Source: an optimization exercise on an open RTL-to-GDS flow (aim: small area, a short achievable clock period and few clock cycles). Production flows keep margins and buffers that such runs may drop. Only simulation tests tie the RTL to the original design; equivalence was not proved. Power is estimated from default activity; no workload was simulated.

### design/flow/run.sh
#!/bin/bash
# synth_recipe.tcl (not shown) runs the flow's synth.tcl, then flattens the netlist and writes it again
# the make line also repeats each setting of config.mk as NAME=value (left out here)
make -C /OpenROAD-flow-scripts/flow DESIGN_CONFIG=/design/flow/config.mk WORK_HOME=/design/flow/orfs CLKGATE_MAP_FILE= SYNTH_SCRIPT=/design/flow/synth_recipe.tcl finish
### design/flow/config.mk
export PLATFORM = sky130hd
export DESIGN_NAME = cipher_core
export DESIGN_NICKNAME = cipher_core
export VERILOG_FILES = /design/flow/design.v
export SDC_FILE = /design/flow/constraint.sdc
export NUM_CORES = 4
export LEC_CHECK = 0
export CAP_MARGIN = 20
export CORE_MARGIN = 2
export CORE_UTILIZATION = 30
export PLACE_DENSITY = 0.45
export SETUP_SLACK_MARGIN = 4
export SLEW_MARGIN = 20
### design/flow/constraint.sdc
create_clock -name core_clock -period 12.0 [get_ports {clk}]
set_input_delay 2.4000 -clock core_clock [delete_from_list [all_inputs] [get_ports {clk}]]
set_output_delay 2.4000 -clock core_clock [all_outputs]
set_load 0.01 [all_outputs]
### design/flow/design.v
module des_ip (
    input  wire [63:0] x,
    output wire [63:0] y
);
    assign y = {x[6], x[14], x[22], x[30], x[38], x[46], x[54], x[62], x[4], x[12], x[20], x[28], x[36], x[44], x[52], x[60], x[2], x[10], x[18], x[26], x[34], x[42], x[50], x[58], x[0], x[8], x[16], x[24], x[32], x[40], x[48], x[56], x[7], x[15], x[23], x[31], x[39], x[47], x[55], x[63], x[5], x[13], x[21], x[29], x[37], x[45], x[53], x[61], x[3], x[11], x[19], x[27], x[35], x[43], x[51], x[59], x[1], x[9], x[17], x[25], x[33], x[41], x[49], x[57]};
endmodule
module des_fp (
    input  wire [63:0] x,
    output wire [63:0] y
);
    assign y = {x[24], x[56], x[16], x[48], x[8], x[40], x[0], x[32], x[25], x[57], x[17], x[49], x[9], x[41], x[1], x[33], x[26], x[58], x[18], x[50], x[10], x[42], x[2], x[34], x[27], x[59], x[19], x[51], x[11], x[43], x[3], x[35], x[28], x[60], x[20], x[52], x[12], x[44], x[4], x[36], x[29], x[61], x[21], x[53], x[13], x[45], x[5], x[37], x[30], x[62], x[22], x[54], x[14], x[46], x[6], x[38], x[31], x[63], x[23], x[55], x[15], x[47], x[7], x[39]};
endmodule
module des_e (
    input  wire [31:0] x,
    output wire [47:0] y
);
    assign y = {x[0], x[31], x[30], x[29], x[28], x[27], x[28], x[27], x[26], x[25], x[24], x[23], x[24], x[23], x[22], x[21], x[20], x[19], x[20], x[19], x[18], x[17], x[16], x[15], x[16], x[15], x[14], x[13], x[12], x[11], x[12], x[11], x[10], x[9], x[8], x[7], x[8], x[7], x[6], x[5], x[4], x[3], x[4], x[3], x[2], x[1], x[0], x[31]};
endmodule
module des_p (
    input  wire [31:0] x,
    output wire [31:0] y
);
    assign y = {x[16], x[25], x[12], x[11], x[3], x[20], x[4], x[15], x[31], x[17], x[9], x[6], x[27], x[14], x[1], x[22], x[30], x[24], x[8], x[18], x[0], x[5], x[29], x[23], x[13], x[19], x[2], x[26], x[10], x[21], x[28], x[7]};
endmodule
module des_pc1 (
    input  wire [63:0] x,
    output wire [55:0] y
);
    assign y = {x[7], x[15], x[23], x[31], x[39], x[47], x[55], x[63], x[6], x[14], x[22], x[30], x[38], x[46], x[54], x[62], x[5], x[13], x[21], x[29], x[37], x[45], x[53], x[61], x[4], x[12], x[20], x[28], x[1], x[9], x[17], x[25], x[33], x[41], x[49], x[57], x[2], x[10], x[18], x[26], x[34], x[42], x[50], x[58], x[3], x[11], x[19], x[27], x[35], x[43], x[51], x[59], x[36], x[44], x[52], x[60]};
endmodule
module des_pc2 (
    input  wire [55:0] x,
    output wire [47:0] y
);
    assign y = {x[42], x[39], x[45], x[32], x[55], x[51], x[53], x[28], x[41], x[50], x[35], x[46], x[33], x[37], x[44], x[52], x[30], x[48], x[40], x[49], x[29], x[36], x[43], x[54], x[15], x[4], x[25], x[19], x[9], x[1], x[26], x[16], x[5], x[11], x[23], x[8], x[12], x[7], x[17], x[0], x[22], x[3], x[10], x[14], x[6], x[20], x[27], x[24]};
endmodule
module des_sbox (
    input  wire [2:0] sel,
    input  wire [5:0] x,
    output reg  [3:0] y
);
    wire [1:0] row = {x[5], x[0]};
    wire [3:0] col = x[4:1];
    always @(*) begin
        case ({sel, row, col})
            9'd0: y = 4'd14;
            9'd1: y = 4'd4;
            9'd2: y = 4'd13;
            9'd3: y = 4'd1;
            9'd4: y = 4'd2;
            9'd5: y = 4'd15;
            9'd6: y = 4'd11;
            9'd7: y = 4'd8;
            9'd8: y = 4'd3;
            9'd9: y = 4'd10;
            9'd10: y = 4'd6;
            9'd11: y = 4'd12;
            9'd12: y = 4'd5;
            9'd13: y = 4'd9;
            9'd14: y = 4'd0;
            9'd15: y = 4'd7;
            9'd16: y = 4'd0;
            9'd17: y = 4'd15;
            9'd18: y = 4'd7;
            9'd19: y = 4'd4;
            9'd20: y = 4'd14;
            9'd21: y = 4'd2;
            9'd22: y = 4'd13;
            9'd23: y = 4'd1;
            9'd24: y = 4'd10;
            9'd25: y = 4'd6;
            9'd26: y = 4'd12;
            9'd27: y = 4'd11;
            9'd28: y = 4'd9;
            9'd29: y = 4'd5;
            9'd30: y = 4'd3;
            9'd31: y = 4'd8;
            9'd32: y = 4'd4;
            9'd33: y = 4'd1;
            9'd34: y = 4'd14;
            9'd35: y = 4'd8;
            9'd36: y = 4'd13;
            9'd37: y = 4'd6;
            9'd38: y = 4'd2;
            9'd39: y = 4'd11;
            9'd40: y = 4'd15;
            9'd41: y = 4'd12;
            9'd42: y = 4'd9;
            9'd43: y = 4'd7;
            9'd44: y = 4'd3;
            9'd45: y = 4'd10;
            9'd46: y = 4'd5;
            9'd47: y = 4'd0;
            9'd48: y = 4'd15;
            9'd49: y = 4'd12;
            9'd50: y = 4'd8;
            9'd51: y = 4'd2;
            9'd52: y = 4'd4;
            9'd53: y = 4'd9;
            9'd54: y = 4'd1;
            9'd55: y = 4'd7;
            9'd56: y = 4'd5;
            9'd57: y = 4'd11;
            9'd58: y = 4'd3;
            9'd59: y = 4'd14;
            9'd60: y = 4'd10;
            9'd61: y = 4'd0;
            9'd62: y = 4'd6;
            9'd63: y = 4'd13;
            9'd64: y = 4'd15;
            9'd65: y = 4'd1;
            9'd66: y = 4'd8;
            9'd67: y = 4'd14;
            9'd68: y = 4'd6;
            9'd69: y = 4'd11;
            9'd70: y = 4'd3;
            9'd71: y = 4'd4;
            9'd72: y = 4'd9;
            9'd73: y = 4'd7;
            9'd74: y = 4'd2;
            9'd75: y = 4'd13;
            9'd76: y = 4'd12;
            9'd77: y = 4'd0;
            9'd78: y = 4'd5;
            9'd79: y = 4'd10;
            9'd80: y = 4'd3;
            9'd81: y = 4'd13;
            9'd82: y = 4'd4;
            9'd83: y = 4'd7;
            9'd84: y = 4'd15;
            9'd85: y = 4'd2;
            9'd86: y = 4'd8;
            9'd87: y = 4'd14;
            9'd88: y = 4'd12;
            9'd89: y = 4'd0;
            9'd90: y = 4'd1;
            9'd91: y = 4'd10;
            9'd92: y = 4'd6;
            9'd93: y = 4'd9;
            9'd94: y = 4'd11;
            9'd95: y = 4'd5;
            9'd96: y = 4'd0;
            9'd97: y = 4'd14;
            9'd98: y = 4'd7;
            9'd99: y = 4'd11;
            9'd100: y = 4'd10;
            9'd101: y = 4'd4;
            9'd102: y = 4'd13;
            9'd103: y = 4'd1;
            9'd104: y = 4'd5;
            9'd105: y = 4'd8;
            9'd106: y = 4'd12;
            9'd107: y = 4'd6;
            9'd108: y = 4'd9;
            9'd109: y = 4'd3;
            9'd110: y = 4'd2;
            9'd111: y = 4'd15;
            9'd112: y = 4'd13;
            9'd113: y = 4'd8;
            9'd114: y = 4'd10;
            9'd115: y = 4'd1;
            9'd116: y = 4'd3;
            9'd117: y = 4'd15;
            9'd118: y = 4'd4;
            9'd119: y = 4'd2;
            9'd120: y = 4'd11;
            9'd121: y = 4'd6;
            9'd122: y = 4'd7;
            9'd123: y = 4'd12;
            9'd124: y = 4'd0;
            9'd125: y = 4'd5;
            9'd126: y = 4'd14;
            9'd127: y = 4'd9;
            9'd128: y = 4'd10;
            9'd129: y = 4'd0;
            9'd130: y = 4'd9;
            9'd131: y = 4'd14;
            9'd132: y = 4'd6;
            9'd133: y = 4'd3;
            9'd134: y = 4'd15;
            9'd135: y = 4'd5;
            9'd136: y = 4'd1;
            9'd137: y = 4'd13;
            9'd138: y = 4'd12;
            9'd139: y = 4'd7;
            9'd140: y = 4'd11;
            9'd141: y = 4'd4;
            9'd142: y = 4'd2;
            9'd143: y = 4'd8;
            9'd144: y = 4'd13;
            9'd145: y = 4'd7;
            9'd146: y = 4'd0;
            9'd147: y = 4'd9;
            9'd148: y = 4'd3;
            9'd149: y = 4'd4;
            9'd150: y = 4'd6;
            9'd151: y = 4'd10;
            9'd152: y = 4'd2;
            9'd153: y = 4'd8;
            9'd154: y = 4'd5;
            9'd155: y = 4'd14;
            9'd156: y = 4'd12;
            9'd157: y = 4'd11;
            9'd158: y = 4'd15;
            9'd159: y = 4'd1;
            9'd160: y = 4'd13;
            9'd161: y = 4'd6;
            9'd162: y = 4'd4;
            9'd163: y = 4'd9;
            9'd164: y = 4'd8;
            9'd165: y = 4'd15;
            9'd166: y = 4'd3;
            9'd167: y = 4'd0;
            9'd168: y = 4'd11;
            9'd169: y = 4'd1;
            9'd170: y = 4'd2;
            9'd171: y = 4'd12;
            9'd172: y = 4'd5;
            9'd173: y = 4'd10;
            9'd174: y = 4'd14;
            9'd175: y = 4'd7;
            9'd176: y = 4'd1;
            9'd177: y = 4'd10;
            9'd178: y = 4'd13;
            9'd179: y = 4'd0;
            9'd180: y = 4'd6;
            9'd181: y = 4'd9;
            9'd182: y = 4'd8;
            9'd183: y = 4'd7;
            9'd184: y = 4'd4;
            9'd185: y = 4'd15;
            9'd186: y = 4'd14;
            9'd187: y = 4'd3;
            9'd188: y = 4'd11;
            9'd189: y = 4'd5;
            9'd190: y = 4'd2;
            9'd191: y = 4'd12;
            9'd192: y = 4'd7;
            9'd193: y = 4'd13;
            9'd194: y = 4'd14;
            9'd195: y = 4'd3;
            9'd196: y = 4'd0;
            9'd197: y = 4'd6;
            9'd198: y = 4'd9;
            9'd199: y = 4'd10;
            9'd200: y = 4'd1;
            9'd201: y = 4'd2;
            9'd202: y = 4'd8;
            9'd203: y = 4'd5;
            9'd204: y = 4'd11;
            9'd205: y = 4'd12;
            9'd206: y = 4'd4;
            9'd207: y = 4'd15;
            9'd208: y = 4'd13;
            9'd209: y = 4'd8;
            9'd210: y = 4'd11;
            9'd211: y = 4'd5;
            9'd212: y = 4'd6;
            9'd213: y = 4'd15;
            9'd214: y = 4'd0;
            9'd215: y = 4'd3;
            9'd216: y = 4'd4;
            9'd217: y = 4'd7;
            9'd218: y = 4'd2;
            9'd219: y = 4'd12;
            9'd220: y = 4'd1;
            9'd221: y = 4'd10;
            9'd222: y = 4'd14;
            9'd223: y = 4'd9;
            9'd224: y = 4'd10;
            9'd225: y = 4'd6;
            9'd226: y = 4'd9;
            9'd227: y = 4'd0;
            9'd228: y = 4'd12;
            9'd229: y = 4'd11;
            9'd230: y = 4'd7;
            9'd231: y = 4'd13;
            9'd232: y = 4'd15;
            9'd233: y = 4'd1;
            9'd234: y = 4'd3;
            9'd235: y = 4'd14;
            9'd236: y = 4'd5;
            9'd237: y = 4'd2;
            9'd238: y = 4'd8;
            9'd239: y = 4'd4;
            9'd240: y = 4'd3;
            9'd241: y = 4'd15;
            9'd242: y = 4'd0;
            9'd243: y = 4'd6;
            9'd244: y = 4'd10;
            9'd245: y = 4'd1;
            9'd246: y = 4'd13;
            9'd247: y = 4'd8;
            9'd248: y = 4'd9;
            9'd249: y = 4'd4;
            9'd250: y = 4'd5;
            9'd251: y = 4'd11;
            9'd252: y = 4'd12;
            9'd253: y = 4'd7;
            9'd254: y = 4'd2;
            9'd255: y = 4'd14;
            9'd256: y = 4'd2;
            9'd257: y = 4'd12;
            9'd258: y = 4'd4;
            9'd259: y = 4'd1;
            9'd260: y = 4'd7;
            9'd261: y = 4'd10;
            9'd262: y = 4'd11;
            9'd263: y = 4'd6;
            9'd264: y = 4'd8;
            9'd265: y = 4'd5;
            9'd266: y = 4'd3;
            9'd267: y = 4'd15;
            9'd268: y = 4'd13;
            9'd269: y = 4'd0;
            9'd270: y = 4'd14;
            9'd271: y = 4'd9;
            9'd272: y = 4'd14;
            9'd273: y = 4'd11;
            9'd274: y = 4'd2;
            9'd275: y = 4'd12;
            9'd276: y = 4'd4;
            9'd277: y = 4'd7;
            9'd278: y = 4'd13;
            9'd279: y = 4'd1;
            9'd280: y = 4'd5;
            9'd281: y = 4'd0;
            9'd282: y = 4'd15;
            9'd283: y = 4'd10;
            9'd284: y = 4'd3;
            9'd285: y = 4'd9;
            9'd286: y = 4'd8;
            9'd287: y = 4'd6;
            9'd288: y = 4'd4;
            9'd289: y = 4'd2;
            9'd290: y = 4'd1;
            9'd291: y = 4'd11;
            9'd292: y = 4'd10;
            9'd293: y = 4'd13;
            9'd294: y = 4'd7;
            9'd295: y = 4'd8;
            9'd296: y = 4'd15;
            9'd297: y = 4'd9;
            9'd298: y = 4'd12;
            9'd299: y = 4'd5;
            9'd300: y = 4'd6;
            9'd301: y = 4'd3;
            9'd302: y = 4'd0;
            9'd303: y = 4'd14;
            9'd304: y = 4'd11;
            9'd305: y = 4'd8;
            9'd306: y = 4'd12;
            9'd307: y = 4'd7;
            9'd308: y = 4'd1;
            9'd309: y = 4'd14;
            9'd310: y = 4'd2;
            9'd311: y = 4'd13;
            9'd312: y = 4'd6;
            9'd313: y = 4'd15;
            9'd314: y = 4'd0;
            9'd315: y = 4'd9;
            9'd316: y = 4'd10;
            9'd317: y = 4'd4;
            9'd318: y = 4'd5;
            9'd319: y = 4'd3;
            9'd320: y = 4'd12;
            9'd321: y = 4'd1;
            9'd322: y = 4'd10;
            9'd323: y = 4'd15;
            9'd324: y = 4'd9;
            9'd325: y = 4'd2;
            9'd326: y = 4'd6;
            9'd327: y = 4'd8;
            9'd328: y = 4'd0;
            9'd329: y = 4'd13;
            9'd330: y = 4'd3;
            9'd331: y = 4'd4;
            9'd332: y = 4'd14;
            9'd333: y = 4'd7;
            9'd334: y = 4'd5;
            9'd335: y = 4'd11;
            9'd336: y = 4'd10;
            9'd337: y = 4'd15;
            9'd338: y = 4'd4;
            9'd339: y = 4'd2;
            9'd340: y = 4'd7;
            9'd341: y = 4'd12;
            9'd342: y = 4'd9;
            9'd343: y = 4'd5;
            9'd344: y = 4'd6;
            9'd345: y = 4'd1;
            9'd346: y = 4'd13;
            9'd347: y = 4'd14;
            9'd348: y = 4'd0;
            9'd349: y = 4'd11;
            9'd350: y = 4'd3;
            9'd351: y = 4'd8;
            9'd352: y = 4'd9;
            9'd353: y = 4'd14;
            9'd354: y = 4'd15;
            9'd355: y = 4'd5;
            9'd356: y = 4'd2;
            9'd357: y = 4'd8;
            9'd358: y = 4'd12;
            9'd359: y = 4'd3;
            9'd360: y = 4'd7;
            9'd361: y = 4'd0;
            9'd362: y = 4'd4;
            9'd363: y = 4'd10;
            9'd364: y = 4'd1;
            9'd365: y = 4'd13;
            9'd366: y = 4'd11;
            9'd367: y = 4'd6;
            9'd368: y = 4'd4;
            9'd369: y = 4'd3;
            9'd370: y = 4'd2;
            9'd371: y = 4'd12;
            9'd372: y = 4'd9;
            9'd373: y = 4'd5;
            9'd374: y = 4'd15;
            9'd375: y = 4'd10;
            9'd376: y = 4'd11;
            9'd377: y = 4'd14;
            9'd378: y = 4'd1;
            9'd379: y = 4'd7;
            9'd380: y = 4'd6;
            9'd381: y = 4'd0;
            9'd382: y = 4'd8;
            9'd383: y = 4'd13;
            9'd384: y = 4'd4;
            9'd385: y = 4'd11;
            9'd386: y = 4'd2;
            9'd387: y = 4'd14;
            9'd388: y = 4'd15;
            9'd389: y = 4'd0;
            9'd390: y = 4'd8;
            9'd391: y = 4'd13;
            9'd392: y = 4'd3;
            9'd393: y = 4'd12;
            9'd394: y = 4'd9;
            9'd395: y = 4'd7;
            9'd396: y = 4'd5;
            9'd397: y = 4'd10;
            9'd398: y = 4'd6;
            9'd399: y = 4'd1;
            9'd400: y = 4'd13;
            9'd401: y = 4'd0;
            9'd402: y = 4'd11;
            9'd403: y = 4'd7;
            9'd404: y = 4'd4;
            9'd405: y = 4'd9;
            9'd406: y = 4'd1;
            9'd407: y = 4'd10;
            9'd408: y = 4'd14;
            9'd409: y = 4'd3;
            9'd410: y = 4'd5;
            9'd411: y = 4'd12;
            9'd412: y = 4'd2;
            9'd413: y = 4'd15;
            9'd414: y = 4'd8;
            9'd415: y = 4'd6;
            9'd416: y = 4'd1;
            9'd417: y = 4'd4;
            9'd418: y = 4'd11;
            9'd419: y = 4'd13;
            9'd420: y = 4'd12;
            9'd421: y = 4'd3;
            9'd422: y = 4'd7;
            9'd423: y = 4'd14;
            9'd424: y = 4'd10;
            9'd425: y = 4'd15;
            9'd426: y = 4'd6;
            9'd427: y = 4'd8;
            9'd428: y = 4'd0;
            9'd429: y = 4'd5;
            9'd430: y = 4'd9;
            9'd431: y = 4'd2;
            9'd432: y = 4'd6;
            9'd433: y = 4'd11;
            9'd434: y = 4'd13;
            9'd435: y = 4'd8;
            9'd436: y = 4'd1;
            9'd437: y = 4'd4;
            9'd438: y = 4'd10;
            9'd439: y = 4'd7;
            9'd440: y = 4'd9;
            9'd441: y = 4'd5;
            9'd442: y = 4'd0;
            9'd443: y = 4'd15;
            9'd444: y = 4'd14;
            9'd445: y = 4'd2;
            9'd446: y = 4'd3;
            9'd447: y = 4'd12;
            9'd448: y = 4'd13;
            9'd449: y = 4'd2;
            9'd450: y = 4'd8;
            9'd451: y = 4'd4;
            9'd452: y = 4'd6;
            9'd453: y = 4'd15;
            9'd454: y = 4'd11;
            9'd455: y = 4'd1;
            9'd456: y = 4'd10;
            9'd457: y = 4'd9;
            9'd458: y = 4'd3;
            9'd459: y = 4'd14;
            9'd460: y = 4'd5;
            9'd461: y = 4'd0;
            9'd462: y = 4'd12;
            9'd463: y = 4'd7;
            9'd464: y = 4'd1;
            9'd465: y = 4'd15;
            9'd466: y = 4'd13;
            9'd467: y = 4'd8;
            9'd468: y = 4'd10;
            9'd469: y = 4'd3;
            9'd470: y = 4'd7;
            9'd471: y = 4'd4;
            9'd472: y = 4'd12;
            9'd473: y = 4'd5;
            9'd474: y = 4'd6;
            9'd475: y = 4'd11;
            9'd476: y = 4'd0;
            9'd477: y = 4'd14;
            9'd478: y = 4'd9;
            9'd479: y = 4'd2;
            9'd480: y = 4'd7;
            9'd481: y = 4'd11;
            9'd482: y = 4'd4;
            9'd483: y = 4'd1;
            9'd484: y = 4'd9;
            9'd485: y = 4'd12;
            9'd486: y = 4'd14;
            9'd487: y = 4'd2;
            9'd488: y = 4'd0;
            9'd489: y = 4'd6;
            9'd490: y = 4'd10;
            9'd491: y = 4'd13;
            9'd492: y = 4'd15;
            9'd493: y = 4'd3;
            9'd494: y = 4'd5;
            9'd495: y = 4'd8;
            9'd496: y = 4'd2;
            9'd497: y = 4'd1;
            9'd498: y = 4'd14;
            9'd499: y = 4'd7;
            9'd500: y = 4'd4;
            9'd501: y = 4'd10;
            9'd502: y = 4'd8;
            9'd503: y = 4'd13;
            9'd504: y = 4'd15;
            9'd505: y = 4'd12;
            9'd506: y = 4'd9;
            9'd507: y = 4'd0;
            9'd508: y = 4'd3;
            9'd509: y = 4'd5;
            9'd510: y = 4'd6;
            9'd511: y = 4'd11;
            default: y = 4'd0;
        endcase
    end
endmodule
module gf16_mul (
    input  wire [3:0] a,
    input  wire [3:0] b,
    output wire [3:0] y
);
    wire [6:0] p;
    assign p[0] = a[0] & b[0];
    assign p[1] = (a[1] & b[0]) ^ (a[0] & b[1]);
    assign p[2] = (a[2] & b[0]) ^ (a[1] & b[1]) ^ (a[0] & b[2]);
    assign p[3] = (a[3] & b[0]) ^ (a[2] & b[1]) ^ (a[1] & b[2]) ^ (a[0] & b[3]);
    assign p[4] = (a[3] & b[1]) ^ (a[2] & b[2]) ^ (a[1] & b[3]);
    assign p[5] = (a[3] & b[2]) ^ (a[2] & b[3]);
    assign p[6] = a[3] & b[3];
    assign y = {p[3] ^ p[6], p[2] ^ p[6] ^ p[5], p[1] ^ p[5] ^ p[4], p[0] ^ p[4]};
endmodule
module gf16_inv (
    input  wire [3:0] x,
    output reg  [3:0] y
);
    always @(*) begin
        case (x)
            4'd0: y = 4'd0;
            4'd1: y = 4'd1;
            4'd2: y = 4'd9;
            4'd3: y = 4'd14;
            4'd4: y = 4'd13;
            4'd5: y = 4'd11;
            4'd6: y = 4'd7;
            4'd7: y = 4'd6;
            4'd8: y = 4'd15;
            4'd9: y = 4'd2;
            4'd10: y = 4'd12;
            4'd11: y = 4'd5;
            4'd12: y = 4'd10;
            4'd13: y = 4'd4;
            4'd14: y = 4'd3;
            4'd15: y = 4'd8;
            default: y = 4'd0;
        endcase
    end
endmodule
module aes_sbox_shared (
    input  wire       dec,
    input  wire [7:0] x,
    output wire [7:0] y
);
    wire [7:0] ue, ud, u, v, ye, yd;
    assign ue[0] = x[0] ^ x[5] ^ x[7];
    assign ue[1] = x[2];
    assign ue[2] = x[2] ^ x[3] ^ x[4] ^ x[5] ^ x[6] ^ x[7];
    assign ue[3] = x[3] ^ x[4];
    assign ue[4] = x[4] ^ x[5] ^ x[6];
    assign ue[5] = x[1] ^ x[4] ^ x[6] ^ x[7];
    assign ue[6] = x[2] ^ x[3] ^ x[5] ^ x[7];
    assign ue[7] = x[5] ^ x[7];
    assign ud[0] = ~(x[1] ^ x[5] ^ x[6]);
    assign ud[1] = ~(x[1] ^ x[4] ^ x[7]);
    assign ud[2] = ~(x[1] ^ x[4]);
    assign ud[3] = x[0] ^ x[1] ^ x[2] ^ x[3] ^ x[5] ^ x[6];
    assign ud[4] = x[0] ^ x[1] ^ x[2] ^ x[4] ^ x[5] ^ x[6] ^ x[7];
    assign ud[5] = x[3] ^ x[4] ^ x[5] ^ x[6];
    assign ud[6] = ~(x[0] ^ x[4] ^ x[5] ^ x[6]);
    assign ud[7] = x[1] ^ x[2] ^ x[6] ^ x[7];
    assign u = dec ? ud : ue;
    aes_tinv u_inv (.m(u), .y(v));
    assign ye[0] = ~(v[0] ^ v[2] ^ v[6]);
    assign ye[1] = ~(v[0] ^ v[1] ^ v[2] ^ v[3] ^ v[4] ^ v[5]);
    assign ye[2] = v[0] ^ v[3] ^ v[5] ^ v[6];
    assign ye[3] = v[0] ^ v[2] ^ v[5];
    assign ye[4] = v[0] ^ v[1] ^ v[3] ^ v[4] ^ v[5];
    assign ye[5] = ~(v[1] ^ v[2] ^ v[3] ^ v[5] ^ v[6] ^ v[7]);
    assign ye[6] = ~(v[4] ^ v[6] ^ v[7]);
    assign ye[7] = v[1] ^ v[2];
    assign yd[0] = v[0] ^ v[7];
    assign yd[1] = v[4] ^ v[5] ^ v[7];
    assign yd[2] = v[1];
    assign yd[3] = v[1] ^ v[6] ^ v[7];
    assign yd[4] = v[1] ^ v[3] ^ v[6] ^ v[7];
    assign yd[5] = v[2] ^ v[4] ^ v[6];
    assign yd[6] = v[1] ^ v[2] ^ v[3] ^ v[7];
    assign yd[7] = v[2] ^ v[4] ^ v[6] ^ v[7];
    assign y = dec ? yd : ye;
endmodule
module aes_sbox_fwd (
    input  wire [7:0] x,
    output wire [7:0] y
);
    wire [7:0] u, v;
    assign u[0] = x[0] ^ x[5] ^ x[7];
    assign u[1] = x[2];
    assign u[2] = x[2] ^ x[3] ^ x[4] ^ x[5] ^ x[6] ^ x[7];
    assign u[3] = x[3] ^ x[4];
    assign u[4] = x[4] ^ x[5] ^ x[6];
    assign u[5] = x[1] ^ x[4] ^ x[6] ^ x[7];
    assign u[6] = x[2] ^ x[3] ^ x[5] ^ x[7];
    assign u[7] = x[5] ^ x[7];
    aes_tinv u_inv (.m(u), .y(v));
    assign y[0] = ~(v[0] ^ v[2] ^ v[6]);
    assign y[1] = ~(v[0] ^ v[1] ^ v[2] ^ v[3] ^ v[4] ^ v[5]);
    assign y[2] = v[0] ^ v[3] ^ v[5] ^ v[6];
    assign y[3] = v[0] ^ v[2] ^ v[5];
    assign y[4] = v[0] ^ v[1] ^ v[3] ^ v[4] ^ v[5];
    assign y[5] = ~(v[1] ^ v[2] ^ v[3] ^ v[5] ^ v[6] ^ v[7]);
    assign y[6] = ~(v[4] ^ v[6] ^ v[7]);
    assign y[7] = v[1] ^ v[2];
endmodule
module aes_tinv (
    input  wire [7:0] m,
    output wire [7:0] y
);
    wire [3:0] a = m[7:4];
    wire [3:0] b = m[3:0];
    wire [3:0] ab, d_inv, hi, lo;
    wire [3:0] a2l = {a[0] ^ a[2] ^ a[3], a[1], a[1] ^ a[2] ^ a[3], a[2]};
    wire [3:0] b2  = {b[3], b[1] ^ b[3], b[2], b[0] ^ b[2]};
    gf16_mul u_ab (.a(a), .b(b), .y(ab));
    gf16_inv u_di (.x(a2l ^ ab ^ b2), .y(d_inv));
    gf16_mul u_hi (.a(a), .b(d_inv), .y(hi));
    gf16_mul u_lo (.a(a ^ b), .b(d_inv), .y(lo));
    assign y = {hi, lo};
endmodule
module aes_mixcol (
    input  wire [31:0] a,
    output wire [31:0] y
);
    wire [7:0] a0 = a[31:24], a1 = a[23:16], a2 = a[15:8], a3 = a[7:0];
    wire [7:0] d0 = {a0[6:0], 1'b0} ^ (a0[7] ? 8'h1b : 8'h00);
    wire [7:0] d1 = {a1[6:0], 1'b0} ^ (a1[7] ? 8'h1b : 8'h00);
    wire [7:0] d2 = {a2[6:0], 1'b0} ^ (a2[7] ? 8'h1b : 8'h00);
    wire [7:0] d3 = {a3[6:0], 1'b0} ^ (a3[7] ? 8'h1b : 8'h00);
    assign y[31:24] = d0 ^ d1 ^ a1 ^ a2 ^ a3;
    assign y[23:16] = a0 ^ d1 ^ d2 ^ a2 ^ a3;
    assign y[15:8]  = a0 ^ a1 ^ d2 ^ d3 ^ a3;
    assign y[7:0]   = d0 ^ a0 ^ a1 ^ a2 ^ d3;
endmodule
module aes_imc_pre (
    input  wire [31:0] a,
    output wire [31:0] y
);
    wire [7:0] a0 = a[31:24], a1 = a[23:16], a2 = a[15:8], a3 = a[7:0];
    wire [7:0] e = a0 ^ a2, f = a1 ^ a3;
    wire [7:0] e2 = {e[6:0], 1'b0} ^ (e[7] ? 8'h1b : 8'h00);
    wire [7:0] e4 = {e2[6:0], 1'b0} ^ (e2[7] ? 8'h1b : 8'h00);
    wire [7:0] f2 = {f[6:0], 1'b0} ^ (f[7] ? 8'h1b : 8'h00);
    wire [7:0] f4 = {f2[6:0], 1'b0} ^ (f2[7] ? 8'h1b : 8'h00);
    assign y = {a0 ^ e4, a1 ^ f4, a2 ^ e4, a3 ^ f4};
endmodule
module aes_round (
    input  wire [127:0] st,
    input  wire [127:0] rk,
    input  wire         dec,
    input  wire         last,
    output wire [127:0] y
);
    wire [127:0] sb, sr, isr, sh, shk, pre, mci, mco;
    genvar i, r, c;
    generate
        for (i = 0; i < 16; i = i + 1) begin : g_sub
            aes_sbox_shared u_sbox (.dec(dec), .x(st[127-8*i -: 8]), .y(sb[127-8*i -: 8]));
        end
        for (c = 0; c < 4; c = c + 1) begin : g_col
            for (r = 0; r < 4; r = r + 1) begin : g_row
                assign sr[127-8*(r+4*c) -: 8]  = sb[127-8*(r+4*((c+r)%4)) -: 8];
                assign isr[127-8*(r+4*c) -: 8] = sb[127-8*(r+4*((c+4-r)%4)) -: 8];
            end
            aes_imc_pre u_pre (.a(shk[127-32*c -: 32]), .y(pre[127-32*c -: 32]));
            aes_mixcol  u_mc  (.a(mci[127-32*c -: 32]), .y(mco[127-32*c -: 32]));
        end
    endgenerate
    assign sh  = dec ? isr : sr;
    assign shk = sh ^ rk;
    assign mci = dec ? pre : sh;
    assign y = last ? shk : dec ? mco : (mco ^ rk);
endmodule
module aes_kstep (
    input  wire [255:0] w,
    input  wire [1:0]   variant,    
    input  wire [3:0]   r,
    input  wire         bwd,
    input  wire [7:0]   rc_in,
    output wire [255:0] y,
    output wire [7:0]   rc_out
);
    wire [31:0] w0 = w[255:224], w1 = w[223:192], w2 = w[191:160], w3 = w[159:128];
    wire [31:0] w4 = w[127:96],  w5 = w[95:64],   w6 = w[63:32],   w7 = w[31:0];
    wire nk4 = (variant == 2'd1);
    wire nk6 = (variant == 2'd2);
    wire nk8 = !nk4 && !nk6;
    reg [1:0] r3;                        
    always @(*) begin
        case (r)
            4'd0, 4'd3, 4'd6, 4'd9, 4'd12, 4'd15: r3 = 2'd0;
            4'd1, 4'd4, 4'd7, 4'd10, 4'd13:       r3 = 2'd1;
            default:                              r3 = 2'd2;
        endcase
    end
    reg        use_sub, pos2, rot;
    reg [31:0] sin;
    always @(*) begin
        use_sub = 1'b1; pos2 = 1'b0; rot = 1'b1; sin = w3;
        if (!bwd) begin
            if (nk4) begin
                sin = w3;
            end else if (nk6) begin
                use_sub = (r3 != 2'd2);
                pos2    = (r3 == 2'd1);
                sin     = (r3 == 2'd1) ? (w0 ^ w1 ^ w5) : w5;
            end else begin
                sin = w7;
                rot = !r[0];
            end
        end else begin
            if (nk4) begin
                sin = w3 ^ w2;
            end else if (nk6) begin
                use_sub = (r3 != 2'd0);
                pos2    = (r3 == 2'd2);
                sin     = (r3 == 2'd2) ? w3 : w1;
            end else begin
                sin = w3;
                rot = r[0];
            end
        end
    end
    wire [7:0] rc_x = {rc_in[6:0], 1'b0} ^ (rc_in[7] ? 8'h1b : 8'h00);
    wire [7:0] rc_i = rc_in[0] ? ({1'b1, 7'd0} | ((rc_in ^ 8'h1b) >> 1)) : (rc_in >> 1);
    wire [7:0] rc_use = bwd ? rc_i : rc_in;
    assign rc_out = (use_sub && rot) ? (bwd ? rc_i : rc_x) : rc_in;
    wire [31:0] s_in = rot ? {sin[23:0], sin[31:24]} : sin;
    wire [31:0] s_out;
    genvar b;
    generate
        for (b = 0; b < 4; b = b + 1) begin : g_ks
            aes_sbox_fwd u_s (.x(s_in[31-8*b -: 8]), .y(s_out[31-8*b -: 8]));
        end
    endgenerate
    wire [31:0] t = s_out ^ (rot ? {rc_use, 24'd0} : 32'd0);
    wire inc0 = use_sub && !pos2;                    
    wire inc2 = use_sub;                             
    wire [31:0] fprev = (nk6 && r3 != 2'd0) ? w5 : 32'd0;    
    wire [31:0] c0 = w0;
    wire [31:0] c1 = w0 ^ w1;
    wire [31:0] c2 = c1 ^ w2;
    wire [31:0] c3 = c2 ^ w3;
    wire [31:0] fl0 = c0 ^ fprev;
    wire [31:0] fl1 = c1 ^ fprev;
    wire [31:0] fl2 = pos2 ? w2 : (c2 ^ fprev);
    wire [31:0] fl3 = pos2 ? (w2 ^ w3) : (c3 ^ fprev);
    wire        fi0 = inc0, fi1 = inc0, fi2 = inc2, fi3 = inc2;
    wire [31:0] h0 = nk4 ? w0 : nk6 ? w2 : w4;
    wire [31:0] h1 = nk4 ? w1 : nk6 ? w3 : w5;
    wire [31:0] h2 = nk4 ? w2 : nk6 ? w4 : w6;
    wire [31:0] h3 = nk4 ? w3 : nk6 ? w5 : w7;
    wire [31:0] l0 = nk6 ? w1 : w3;
    wire [31:0] l1 = nk4 ? w0 : nk6 ? w2 : w4;
    wire [31:0] l2 = nk4 ? w1 : nk6 ? w3 : w5;
    wire [31:0] l3 = nk4 ? w2 : nk6 ? w4 : w6;
    wire        bs0 = use_sub && !pos2;
    wire        bs2 = use_sub && pos2;
    wire [31:0] bl0 = bs0 ? h0 : (h0 ^ l0);
    wire [31:0] bl1 = h1 ^ l1;
    wire [31:0] bl2 = bs2 ? h2 : (h2 ^ l2);
    wire [31:0] bl3 = h3 ^ l3;
    reg [31:0] y0, y1, y2, y3, y4, y5, y6, y7;
    reg        i0, i1, i2, i3, i4, i5, i6, i7;
    always @(*) begin
        {i0, i1, i2, i3, i4, i5, i6, i7} = 8'd0;
        if (!bwd) begin
            if (nk4) begin
                {y0, y1, y2, y3, y4, y5, y6, y7} = {fl0, fl1, fl2, fl3, w4, w5, w6, w7};
                {i0, i1, i2, i3} = {fi0, fi1, fi2, fi3};
            end else if (nk6) begin
                {y0, y1, y2, y3, y4, y5, y6, y7} = {w4, w5, fl0, fl1, fl2, fl3, w6, w7};
                {i2, i3, i4, i5} = {fi0, fi1, fi2, fi3};
            end else begin
                {y0, y1, y2, y3, y4, y5, y6, y7} = {w4, w5, w6, w7, fl0, fl1, fl2, fl3};
                {i4, i5, i6, i7} = {fi0, fi1, fi2, fi3};
            end
        end else begin
            {i0, i1, i2, i3} = {bs0, 1'b0, bs2, 1'b0};
            if (nk4)      {y0, y1, y2, y3, y4, y5, y6, y7} = {bl0, bl1, bl2, bl3, w4, w5, w6, w7};
            else if (nk6) {y0, y1, y2, y3, y4, y5, y6, y7} = {bl0, bl1, bl2, bl3, w0, w1, w6, w7};
            else          {y0, y1, y2, y3, y4, y5, y6, y7} = {bl0, bl1, bl2, bl3, w0, w1, w2, w3};
        end
    end
    assign y = {y0 ^ (i0 ? t : 32'd0), y1 ^ (i1 ? t : 32'd0), y2 ^ (i2 ? t : 32'd0), y3 ^ (i3 ? t : 32'd0),
                y4 ^ (i4 ? t : 32'd0), y5 ^ (i5 ? t : 32'd0), y6 ^ (i6 ? t : 32'd0), y7 ^ (i7 ? t : 32'd0)};
endmodule
module des_f (
    input  wire [31:0] r,
    input  wire [47:0] k,
    output wire [31:0] y
);
    wire [47:0] e;
    wire [47:0] x;
    wire [31:0] s;
    des_e u_e (.x(r), .y(e));
    assign x = e ^ k;
    genvar j;
    generate
        for (j = 0; j < 8; j = j + 1) begin : g_s
            des_sbox u_s (.sel(j[2:0]), .x(x[47-6*j -: 6]), .y(s[31-4*j -: 4]));
        end
    endgenerate
    des_p u_p (.x(s), .y(y));
endmodule
module des_round (
    input  wire [63:0] lr,
    input  wire [55:0] cd,
    input  wire        dec,
    input  wire        two,      
    output wire [63:0] lr_o,
    output wire [55:0] cd_o
);
    wire [27:0] c = cd[55:28];
    wire [27:0] d = cd[27:0];
    wire [27:0] cl = two ? {c[25:0], c[27:26]} : {c[26:0], c[27]};
    wire [27:0] dl = two ? {d[25:0], d[27:26]} : {d[26:0], d[27]};
    wire [27:0] cr = two ? {c[1:0], c[27:2]} : {c[0], c[27:1]};
    wire [27:0] dr = two ? {d[1:0], d[27:2]} : {d[0], d[27:1]};
    assign cd_o = dec ? {cr, dr} : {cl, dl};
    wire [47:0] k;
    des_pc2 u_pc2 (.x(cd_o), .y(k));
    wire [31:0] fo;
    des_f u_f (.r(lr[31:0]), .k(k), .y(fo));
    assign lr_o = {lr[31:0], lr[63:32] ^ fo};
endmodule
module cipher_core (
    input  wire        clk,
    input  wire        rst,
    input  wire        bus_valid,
    input  wire        bus_we,
    input  wire [5:0]  bus_addr,
    input  wire [31:0] bus_wdata,
    output wire        bus_ready,
    output reg         rd_valid,
    output reg  [31:0] rd_data
);
    localparam DES_RPC = 2;              
    localparam [3:0] DES_LAST = 16 / DES_RPC - 1;
    localparam [2:0] ERR_OK     = 3'd0;
    localparam [2:0] ERR_CONFIG = 3'd1;
    localparam [2:0] ERR_LENGTH = 3'd2;
    localparam [2:0] ERR_CMD    = 3'd4;
    localparam [1:0] J_ENC = 2'd0;       
    localparam [1:0] J_DEC = 2'd1;       
    localparam [1:0] J_KS  = 2'd2;       
    localparam [1:0] J_KX  = 2'd3;       
    reg  [31:0]  key_w  [0:7];
    reg  [31:0]  din_w  [0:3];
    reg  [31:0]  dout_w [0:3];
    reg  [2:0]   err;
    reg          ctx_valid;
    reg  [1:0]   variant;
    reg          ofb_active;
    reg  [127:0] s_reg;                  
    reg          rdy;
    reg  [1:0]   qn;
    reg          q0_we, q1_we;
    reg  [5:0]   q0_a, q1_a;
    reg  [31:0]  q0_d, q1_d;
    reg  [5:0]   q0_c, q1_c;             
    assign bus_ready = rdy;
    wire [31:0] bw = bus_wdata;
    wire [5:0] bus_c = {(bw & 32'hFFFEFFC0) == 32'h01000000,
                        (bw & 32'hFFFFFFC0) == 32'h02000000,
                        (bw & 32'hFFFFFFC0) == 32'h03000000,
                        (bw & 32'hFFFFFFC0) == 32'h04000000,
                        (bw & 32'hFFFFFFC0) == 32'h05000000,
                        bw == 32'h06000000};
    wire acc   = bus_valid && rdy;
    wire q0_v  = (qn != 2'd0);
    wire q_ex;                           
    wire [1:0] qn_after = qn - {1'b0, q_ex};
    wire [1:0] qn_nx    = qn_after + {1'b0, acc};
    always @(posedge clk) begin
        if (rst) begin
            qn  <= 2'd0;
            rdy <= 1'b1;
        end else begin
            qn  <= qn_nx;
            rdy <= (qn_nx != 2'd2);
        end
    end
    always @(posedge clk) begin
        if (acc && qn_after == 2'd0) begin
            q0_we <= bus_we; q0_a <= bus_addr; q0_d <= bus_wdata; q0_c <= bus_c;
        end else if (q_ex && qn == 2'd2) begin
            q0_we <= q1_we; q0_a <= q1_a; q0_d <= q1_d; q0_c <= q1_c;
        end
        if (acc && qn_after != 2'd0) begin
            q1_we <= bus_we; q1_a <= bus_addr; q1_d <= bus_wdata; q1_c <= bus_c;
        end
    end
    wire h_wr   = q0_v && q0_we;
    wire h_rd   = q0_v && !q0_we;
    wire a_cmd  = (q0_a == 6'h00);
    wire a_stat = (q0_a == 6'h01);
    wire a_key  = (q0_a[5:3] == 3'b001);
    wire a_din  = (q0_a[5:2] == 4'h4);
    wire a_dout = (q0_a[5:2] == 4'h5);
    wire [31:0] c = q0_d;
    wire [5:0]  c_len = c[5:0];
    wire is_keyld = q0_c[5];
    wire is_enc   = q0_c[4];
    wire is_dec   = q0_c[3];
    wire is_ofbiv = q0_c[2];
    wire is_ofbx  = q0_c[1];
    wire is_clear = q0_c[0];
    wire kl_des    = !c[16] && (c_len == 6'd8);
    wire kl_aes128 =  c[16] && (c_len == 6'd16);
    wire kl_aes192 =  c[16] && (c_len == 6'd24);
    wire kl_aes256 =  c[16] && (c_len == 6'd32);
    wire kl_ok     = kl_des || kl_aes128 || kl_aes192 || kl_aes256;
    wire [1:0] kl_variant = kl_aes128 ? 2'd1 : kl_aes192 ? 2'd2 : kl_aes256 ? 2'd3 : 2'd0;
    wire       is_des_ctx = (variant == 2'd0);
    wire [5:0] blk_bytes  = is_des_ctx ? 6'd8 : 6'd16;
    wire [3:0] nr         = (variant == 2'd1) ? 4'd10 : (variant == 2'd2) ? 4'd12 : 4'd14;
    reg [2:0] cmd_err;
    always @(*) begin
        if (is_keyld)
            cmd_err = kl_ok ? ERR_OK : ERR_CONFIG;
        else if (is_enc || is_dec || is_ofbiv)
            cmd_err = !ctx_valid ? ERR_CMD : (c_len != blk_bytes) ? ERR_LENGTH : ERR_OK;
        else if (is_ofbx)
            cmd_err = (!ctx_valid || !ofb_active) ? ERR_CMD :
                      (c_len == 6'd0 || c_len > blk_bytes) ? ERR_LENGTH : ERR_OK;
        else if (is_clear)
            cmd_err = ERR_OK;
        else
            cmd_err = ERR_CMD;
    end
    wire cmd_ok = (cmd_err == ERR_OK);
    reg          busy;
    reg  [1:0]   job;
    reg  [3:0]   cnt;
    reg  [127:0] st;                     
    reg  [255:0] kw;                     
    reg  [63:0]  dlr;                    
    reg  [55:0]  dcd;                    
    reg  [255:0] kx;                     
    reg  [7:0]   rc;                     
    reg          xs;                     
    reg          wv;                     
    reg          ks_valid;               
    wire abortable = (job == J_KS) || (job == J_KX);
    wire dout_pend = busy && !abortable;
    reg  [2:0]   rq_n;
    reg  [1:0]   rq_k [0:3];
    reg          rq_v [0:3];             
    reg  [6:0]   rq_p [0:3];
    reg          dver;                   
    wire rq_head_ok = (rq_n != 3'd0) && ((rq_k[0] != 2'd0) || (rq_v[0] == dver));
    wire rq_old = ((rq_n > 3'd0) && rq_k[0] == 2'd0 && rq_v[0] == dver) ||
                  ((rq_n > 3'd1) && rq_k[1] == 2'd0 && rq_v[1] == dver) ||
                  ((rq_n > 3'd2) && rq_k[2] == 2'd0 && rq_v[2] == dver) ||
                  ((rq_n > 3'd3) && rq_k[3] == 2'd0 && rq_v[3] == dver);
    wire [6:0] status_p = {err, variant, ofb_active, ctx_valid};
    function [31:0] status_word(input [6:0] p);
        status_word = {21'd0, p[6:4], 2'd0, p[3:2], 2'd0, p[1], p[0]};
    endfunction
    wire rd_direct_ok = (rq_n == 3'd0) && !(a_dout && dout_pend);
    wire rd_can_q     = (rq_n != 3'd4) && !a_din;
    wire rd_ex        = h_rd && (rd_direct_ok || rd_can_q);
    wire rd_enq       = rd_ex && !rd_direct_ok;
    wire rd_dir       = rd_ex && rd_direct_ok;
    wire aes_dec_ready = is_des_ctx || !xs || wv;
    reg  cmd_go;
    always @(*) begin
        cmd_go = 1'b1;
        if (cmd_ok) begin
            if (is_keyld)              cmd_go = !busy || abortable;
            else if (is_enc)           cmd_go = !busy;
            else if (is_dec)           cmd_go = !busy && aes_dec_ready;
            else if (is_ofbx)          cmd_go = ks_valid && (rq_n == 3'd0);
            else if (is_clear)         cmd_go = !dout_pend && (rq_n == 3'd0);
        end
    end
    wire cmd_ex = h_wr && a_cmd && cmd_go;
    wire wr_ex  = h_wr && !a_cmd;
    assign q_ex = rd_ex || cmd_ex || wr_ex;
    wire x_keyld = cmd_ex && cmd_ok && is_keyld;
    wire x_enc   = cmd_ex && cmd_ok && is_enc;
    wire x_dec   = cmd_ex && cmd_ok && is_dec;
    wire x_ofbiv = cmd_ex && cmd_ok && is_ofbiv;
    wire x_ofbx  = cmd_ex && cmd_ok && is_ofbx;
    wire x_clear = cmd_ex && cmd_ok && is_clear;
    wire bg_free = !busy && !cmd_ex;
    wire st_ks   = bg_free && ofb_active && !ks_valid;
    wire st_kx   = bg_free && !st_ks && ctx_valid && !is_des_ctx && xs && !wv;
    wire x_ofbx_full = x_ofbx && (c_len == blk_bytes);
    wire x_ofbiv_go  = x_ofbiv && !busy;
    wire start     = x_enc || x_dec || st_ks || st_kx || x_ofbx_full || x_ofbiv_go;
    wire start_dec = x_dec;
    wire [1:0] start_job = x_enc ? J_ENC : x_dec ? J_DEC : st_kx ? J_KX : J_KS;
    wire [127:0] din_blk = {din_w[0], din_w[1], din_w[2], din_w[3]};
    wire [127:0] ks_blk;
    wire [127:0] in_blk  = st_ks ? s_reg : x_ofbx_full ? ks_blk : din_blk;
    wire         idle_dec = h_wr && a_cmd && is_dec && aes_dec_ready;
    wire         e_dec  = busy ? (job == J_DEC) : idle_dec;
    wire [3:0]   e_r    = busy ? cnt : (idle_dec ? nr : 4'd0);
    wire [255:0] begin_w = (xs ^ idle_dec) ? kx : kw;
    wire [255:0] ks_in  = busy ? kw : begin_w;
    wire [7:0]   rc_beg = !idle_dec ? 8'h01 :
                          (variant == 2'd1) ? 8'h6c : (variant == 2'd2) ? 8'h1b : 8'h80;
    wire [7:0]   ks_rc  = busy ? rc : rc_beg;
    wire [255:0] ks_out;
    wire [7:0]   ks_rco;
    aes_kstep u_kstep (
        .w(ks_in), .variant(variant), .r(e_r), .bwd(e_dec), .rc_in(ks_rc),
        .y(ks_out), .rc_out(ks_rco)
    );
    wire aes_last = (job == J_DEC) ? (cnt == 4'd0) : (cnt == nr);
    wire [127:0] aes_out;
    aes_round u_round (
        .st(st), .rk(kw[255:128]), .dec(job == J_DEC), .last(aes_last), .y(aes_out)
    );
    wire [63:0] des_ip_out;
    des_ip u_ip (.x(in_blk[127:64]), .y(des_ip_out));
    wire [55:0] c0d0 = kx[55:0];
    wire [55:0] c1d1 = {c0d0[54:28], c0d0[55], c0d0[26:0], c0d0[27]};
    wire [63:0] dl [0:DES_RPC];
    wire [55:0] dc [0:DES_RPC];
    assign dl[0] = dlr;
    assign dc[0] = dcd;
    genvar gi;
    generate
        for (gi = 0; gi < DES_RPC; gi = gi + 1) begin : g_des
            wire [3:0] rn = cnt * DES_RPC + gi;
            wire two = !((rn == 4'd0) || (rn == 4'd1) || (rn == 4'd8) || (rn == 4'd15));
            des_round u_dr (
                .lr(dl[gi]), .cd(dc[gi]), .dec(job == J_DEC), .two(two),
                .lr_o(dl[gi+1]), .cd_o(dc[gi+1])
            );
        end
    endgenerate
    wire [63:0] des_res;
    des_fp u_fp (.x({dl[DES_RPC][31:0], dl[DES_RPC][63:32]}), .y(des_res));
    wire e_des   = is_des_ctx;
    wire e_last  = e_des ? (cnt == DES_LAST) : aes_last;
    wire e_wdout = (job == J_ENC) || (job == J_DEC);
    wire h_enc_wait = h_wr && a_cmd && cmd_ok && is_enc;
    wire e_abort = ((x_keyld || x_ofbiv || x_clear) || h_enc_wait) && busy && abortable;
    wire e_done  = busy && e_last && !(e_wdout && rq_old) && !e_abort;
    wire e_hold  = busy && e_last && (e_wdout && rq_old);
    wire [127:0] e_res = e_des ? {des_res, 64'd0} : aes_out;
    assign ks_blk = e_des ? {dlr, 64'd0} : st;
    wire [127:0] len_mask = ~({128{1'b1}} >> {c_len, 3'd0});
    wire [127:0] ofb_out  = (ks_blk ^ din_blk) & len_mask;
    wire [55:0] des_pc1_of_key;
    des_pc1 u_pc1 (.x({key_w[0], key_w[1]}), .y(des_pc1_of_key));
    always @(posedge clk) begin
        if (start) begin
            cnt <= e_des ? 4'd0 : (start_dec ? nr - 4'd1 : 4'd1);
            if (e_des) begin
                dlr <= des_ip_out;
                dcd <= start_dec ? c1d1 : c0d0;
            end else begin
                st <= in_blk ^ begin_w[255:128];
                kw <= ks_out;
                rc <= ks_rco;
                if (!(xs ^ idle_dec))
                    kx <= kw;
            end
        end else if (busy && !e_hold) begin
            if (e_des) begin
                dlr <= e_last ? des_res : dl[DES_RPC];
                dcd <= dc[DES_RPC];
                cnt <= cnt + 4'd1;
            end else begin
                if (job != J_KX)
                    st <= aes_out;
                if (!e_last) begin
                    kw <= ks_out;
                    rc <= ks_rco;
                end
                cnt <= (job == J_DEC) ? cnt - 4'd1 : cnt + 4'd1;
            end
        end
        if (x_keyld)
            kx <= kl_des ? {200'd0, des_pc1_of_key} :
                  {key_w[0], key_w[1], key_w[2], key_w[3], key_w[4], key_w[5], key_w[6], key_w[7]};
    end
    integer k;
    always @(posedge clk) begin
        if (rst) begin
            for (k = 0; k < 8; k = k + 1) key_w[k] <= 32'd0;
            for (k = 0; k < 4; k = k + 1) begin
                din_w[k]  <= 32'd0;
                dout_w[k] <= 32'd0;
            end
            err        <= ERR_OK;
            ctx_valid  <= 1'b0;
            variant    <= 2'd0;
            ofb_active <= 1'b0;
            s_reg      <= 128'd0;
            rd_valid   <= 1'b0;
            rd_data    <= 32'd0;
            busy       <= 1'b0;
            job        <= J_ENC;
            xs         <= 1'b1;
            wv         <= 1'b0;
            ks_valid   <= 1'b0;
            rq_n       <= 3'd0;
            dver       <= 1'b0;
        end else begin
            rd_valid <= rq_head_ok || rd_dir;
            if (rq_head_ok) begin
                case (rq_k[0])
                    2'd0:    rd_data <= dout_w[rq_p[0][1:0]];
                    2'd1:    rd_data <= status_word(rq_p[0]);
                    default: rd_data <= 32'd0;
                endcase
            end else if (rd_dir) begin
                if (a_stat)
                    rd_data <= status_word(status_p);
                else if (a_din)
                    rd_data <= din_w[q0_a[1:0]];
                else if (a_dout)
                    rd_data <= dout_w[q0_a[1:0]];
                else
                    rd_data <= 32'd0;
            end
            begin : rq_upd
                reg [2:0] n;
                n = rq_n;
                if (rq_head_ok) begin
                    for (k = 0; k < 3; k = k + 1) begin
                        rq_k[k] <= rq_k[k+1];
                        rq_v[k] <= rq_v[k+1];
                        rq_p[k] <= rq_p[k+1];
                    end
                    n = n - 3'd1;
                end
                if (rd_enq) begin
                    rq_k[n[1:0]] <= a_dout ? 2'd0 : a_stat ? 2'd1 : 2'd2;
                    rq_v[n[1:0]] <= dver ^ dout_pend;
                    rq_p[n[1:0]] <= a_stat ? status_p : {5'd0, q0_a[1:0]};
                    n = n + 3'd1;
                end
                rq_n <= n;
            end
            if (wr_ex && a_key)
                key_w[q0_a[2:0]] <= q0_d;
            if (wr_ex && a_din)
                din_w[q0_a[1:0]] <= q0_d;
            if (cmd_ex)
                err <= cmd_err;
            if (x_keyld) begin
                ctx_valid  <= 1'b1;
                variant    <= kl_variant;
                ofb_active <= 1'b0;
                xs         <= 1'b1;
                wv         <= 1'b0;
                ks_valid   <= 1'b0;
            end
            if (x_ofbiv) begin
                s_reg      <= is_des_ctx ? {din_blk[127:64], 64'd0} : din_blk;
                ofb_active <= 1'b1;
                ks_valid   <= 1'b0;
            end
            if (x_ofbx) begin
                dout_w[0] <= ofb_out[127:96];
                dout_w[1] <= ofb_out[95:64];
                dout_w[2] <= ofb_out[63:32];
                dout_w[3] <= ofb_out[31:0];
                s_reg     <= ks_blk;
                ks_valid  <= 1'b0;
                if (c_len != blk_bytes)
                    ofb_active <= 1'b0;
            end
            if (x_clear) begin
                for (k = 0; k < 8; k = k + 1) key_w[k] <= 32'd0;
                for (k = 0; k < 4; k = k + 1) begin
                    din_w[k]  <= 32'd0;
                    dout_w[k] <= 32'd0;
                end
                ctx_valid  <= 1'b0;
                variant    <= 2'd0;
                ofb_active <= 1'b0;
                s_reg      <= 128'd0;
                ks_valid   <= 1'b0;
            end
            if (e_abort)
                busy <= 1'b0;
            if (start) begin
                busy <= 1'b1;
                job  <= start_job;
                if (!e_des) begin
                    xs <= !start_dec;
                    wv <= 1'b0;
                end
                if (x_enc || x_dec)
                    ks_valid <= 1'b0;
            end else if (e_done) begin
                busy <= 1'b0;
                wv   <= 1'b1;
                if (job == J_KS)
                    ks_valid <= 1'b1;
                if (e_wdout) begin
                    dout_w[0] <= e_res[127:96];
                    dout_w[1] <= e_res[95:64];
                    dout_w[2] <= e_res[63:32];
                    dout_w[3] <= e_res[31:0];
                    dver      <= !dver;
                end
            end
        end
    end
endmodule
==> results by group <==
Outcome
  – Status: complete, but fails checks
  – SO Viols: capacitance limit, slew limit

Placed design
  – Hpwl dp: 717,000 um
  – Port Buf Inserts: 75
  – Final estimated routing congestion in global placement: 1.05
  – Placed insts: 26,800

Synth
  – Cell area after synthesis: 0.171 sq mm
  – Flops & latches, synth: 1,597
  – Leading post-synthesis cells by cell area: edfxtp_1 23%, xnor2_1 12%, mux2i_1 5.6%
  – Most instantiated cells after synthesis: 2,360 x nand2_1, 2,334 x xnor2_1, 1,765 x nor2_1, 1,551 x a21oi_1, 1,286 x edfxtp_1
  – Prevailing post-synth register cell: edfxtp_1
  – Synth async-reset ratio: 0%
  – Yosys warns: 6
  – Area fraction of the dominant cell type after synthesis: 22.6%
  – Sequential-to-total area share from yosys stat: 26.2%
  – Count of different cell masters after synthesis: ~130
  – Number of synthesized flops with an enable pin: 1,286
  – Most common cell in the synthesized netlist: nand2_1
  – Synth Net Count: 20,300
  – Mean Syn Cell Area: approximately 8.6 sq um
  – Syn Inst Count: between 15,000 and 20,000
  – Synth area leader: edfxtp_1

Setup path
  – Crit path from: q0_a[1]
  – CP endpoint kind: flip-flop
  – Slowest-stage cell, CP: or4_4
  – Reg2reg start: q0_a[1]
  – Flop2flop setup slack: 2760 ps
  – Worst Path Required: 12,720 ps
  – Crit path DAT: 9960 ps
  – Crit path max fanout: 15
  – Reg-to-reg critical path endpoint: kw[221]
  – Kind of critical path: flip-flop to flip-flop
  – Max incr delay on CP: approximately 600 ps
  – Path depth of the worst reg2reg path: 36
  – CP Launch Type: flip-flop

STA
  – RSZ-0062 raised after global routing: true
  – Worst slew margin: -4.25%
  – Minimum clock period: 9240 ps
  – Period utilization: between 70% and 80%
  – Slew @ Worst Pin: 1550 ps
  – Final setup vio count: 0
  – Final Max Slew Viols: 8
  – Clock skew: 83.0 ps
  – Fmax: 108 MHz
  – Final hold violations: 0

Clocking
  – Num CTS Buffers: 208
  – Clk slew on worst S/H paths: 60 ps
  – Clock Sink Count: 1,597
  – CTS Buffer Depth: 4
  – CTS Root Cell: clkbuf_16
  – TritonCTS clock tree: done
  – CTS Hold Bufs: 0
  – H-tree levels: 4
  – Clk Latency, worst-skew pair: 1010 ps

Floorplanning
  – Core area: 0.568 sq mm
  – # rows: 277
  – Chip width: ~760 um
  – Die area: 0.576 sq mm
  – Die H: 759 um
  – I/O pins: 76
  – Starting Density: 30.1%

Layout
  – Regs by FF count: key_w: 256 flops, kw: 256 flops, kx: 256 flops
  – Fraction of layout cells with a size suffix above 1: 29.1%
  – Final core occ: 40.3%
  – Area Overhead vs Synth: 33.9%
  – Fin cells: 29,300
  – NumNets Final: between 20,000 and 25,000

Hold path
  – Worst hold path type: flip-flop to flip-flop
  – Hold-critical path depth: 2
  – Hold EP: s_reg[0]
  – Hold path start: s_reg[0]

Global routing
  – Global-route wire length before repair: about 1,300,000 um
  – Vias in the first global route: 149,000
  – Pin count of the biggest net entering global routing: roughly 160
  – GRT Overall Usage: 31.4%
  – Initial antenna violation count: 120
  – Congestion Overflow GR: 0

Drt
  – Number of vias per cell: 5.92
  – Avg WL per Cell: 33.7 um
  – Post-route ant nets: 0
  – DR vias: 173,000
  – Drt first-iter violations: around 24,000
  – Detailed Routing Iterations Pass 1: 8
  – Drt drc: 0
  – DRT Wirelength: 986,000 um

Power and ir drop
  – Worst VDD drop: 0.00101 V
  – Total power draw: 58,600 uW
  – Power density over cell area: 256 mW/mm^2
  – Leakage: approximately 0.09 uW

Run
  – Max-cap violations: 2
stage by stage:
stage          hold slack (ps)  setup WS [ps]  area, sq um  setup TNS (ps)
2_1_floorplan              454           1460       172000               0
3_3_place_gp               465          -20.2       183000           -20.2
3_5_place_dp               474           25.0       183000               0
4_1_cts                    490           2610       198000               0
5_1_grt                    509           2470       229000               0
6_report                   483           2760       229000               0
how the worst max path moves through the flow:
stage                   end  slack [ps]
6_report            kw[221]        2760
2_1_floorplan         st[4]        1460
3_3_place_gp         st[37]         -20
5_1_grt             kw[154]        2470
4_1_cts              st[43]        2610
3_5_place_dp   dout_w[0][1]          30
cell families after synthesis:
family	Yosys count	synth area share, %
simple gates	6174	16.3
compound gates	4737	17.4
xor+xnor	3881	23.9
buf+inv	1833	4.30
flops	1597	26.2
mux	1361	9.51
fa+ha+maj	325	2.38
critical path, delay by kind of cell (launching register included):
family          cells  cell delay (ps)
simple gates       14             3310
compound gates      5             1080
fa+ha+maj           2              410
flops               1              380
buf+inv             7             1190
mux                 1              400
xor+xnor            7             2150
where the power goes:
part,switching [uW],internal (uW),leakage [uW]
Clock,2920,3880,0.00345
Combinational,22400,21100,0.0710
Sequential,367,7900,0.0146
Total,25700,32900,0.0890
metal layers:
| metal | global-route usage (%) | vias up | part of all wire, % |
|---|---|---|---|
| met3 | 9.82 | 2428 | 12 |
| met5 | 0 | - | 0.037 |
| li1 | - | 74000 | - |
| met1 | 39.8 | 86500 | 38 |
| met2 | 45.3 | 10300 | 41 |
| met4 | 21.6 | 50 | 8.9 |
layout by cell type, fill, tap and decap left out, types with 160 or more instances in the layout:
cell	instances
nand2_1	2235
buf_4	2129
xnor2_1	1638
nor2_1	1631
a21oi_1	1399
edfxtp_1	1286
o21ai_0	811
mux2i_1	759
xor2_1	754
xnor2_2	491
and2_1	430
nor3_1	367
buf_6	350
a211oi_1	333
dfxtp_1	306
ha_1	262
inv_1	261
a31oi_1	251
nand3_1	246
o211ai_1	246
xnor2_4	233
clkbuf_16	232
xnor3_1	188
mux4_2	185
xor2_2	184
buf_12	171
xnor3_2	167
mux2_2	160
layout make-up:
type | count | area (sq um)
inverter | 337 | 1360
multi-input combinational | 16500 | 140000
tap | 7533 | 9430
sequential | 1597 | 44900
clock buffer | 273 | 5680
clock inverter | 115 | 1390
fill | 56400 | 339000
antenna | 95 | 238
timing repair buffer | 2814 | 26000
what timing repair did:
item,4_1_cts,5_1_grt
pin swaps,162,1195
endpoints found under the setup margin,557,510
buffers inserted,295,1608
cloned,12,44
gates resized for setup,812,3155
hold endpoints to repair,0,0
Testbench counts, summed over its fixed seeds: cycles 17,301.

## what the ideal ports hide
Ports are ideal in the flow. The routed layout listed here was re-timed in OpenROAD. Step 1, drivers: a clkbuf_16 drives clk and a buf_2 each remaining input, both assumed. Step 2, shift: input delay + t, output delay - t, t = (earliest + latest rising clock arrival at the registers) / 2. This alone moves slack from input paths to output paths. a / b / c = ideal / step 1 / step 2; a / b = the first two.
t (ns): 1.089
setup WS [ns]: 2.757 / 2.757 / 2.757
hold WS [ns]: 0.483 / 0.483 / 0.483
worst setup path after step 2: register to register
pins driven straight from the clock port: 1
For this run, drivers alone change the setup slack by 0.000 ns; drivers and shift together by 0.000 ns.
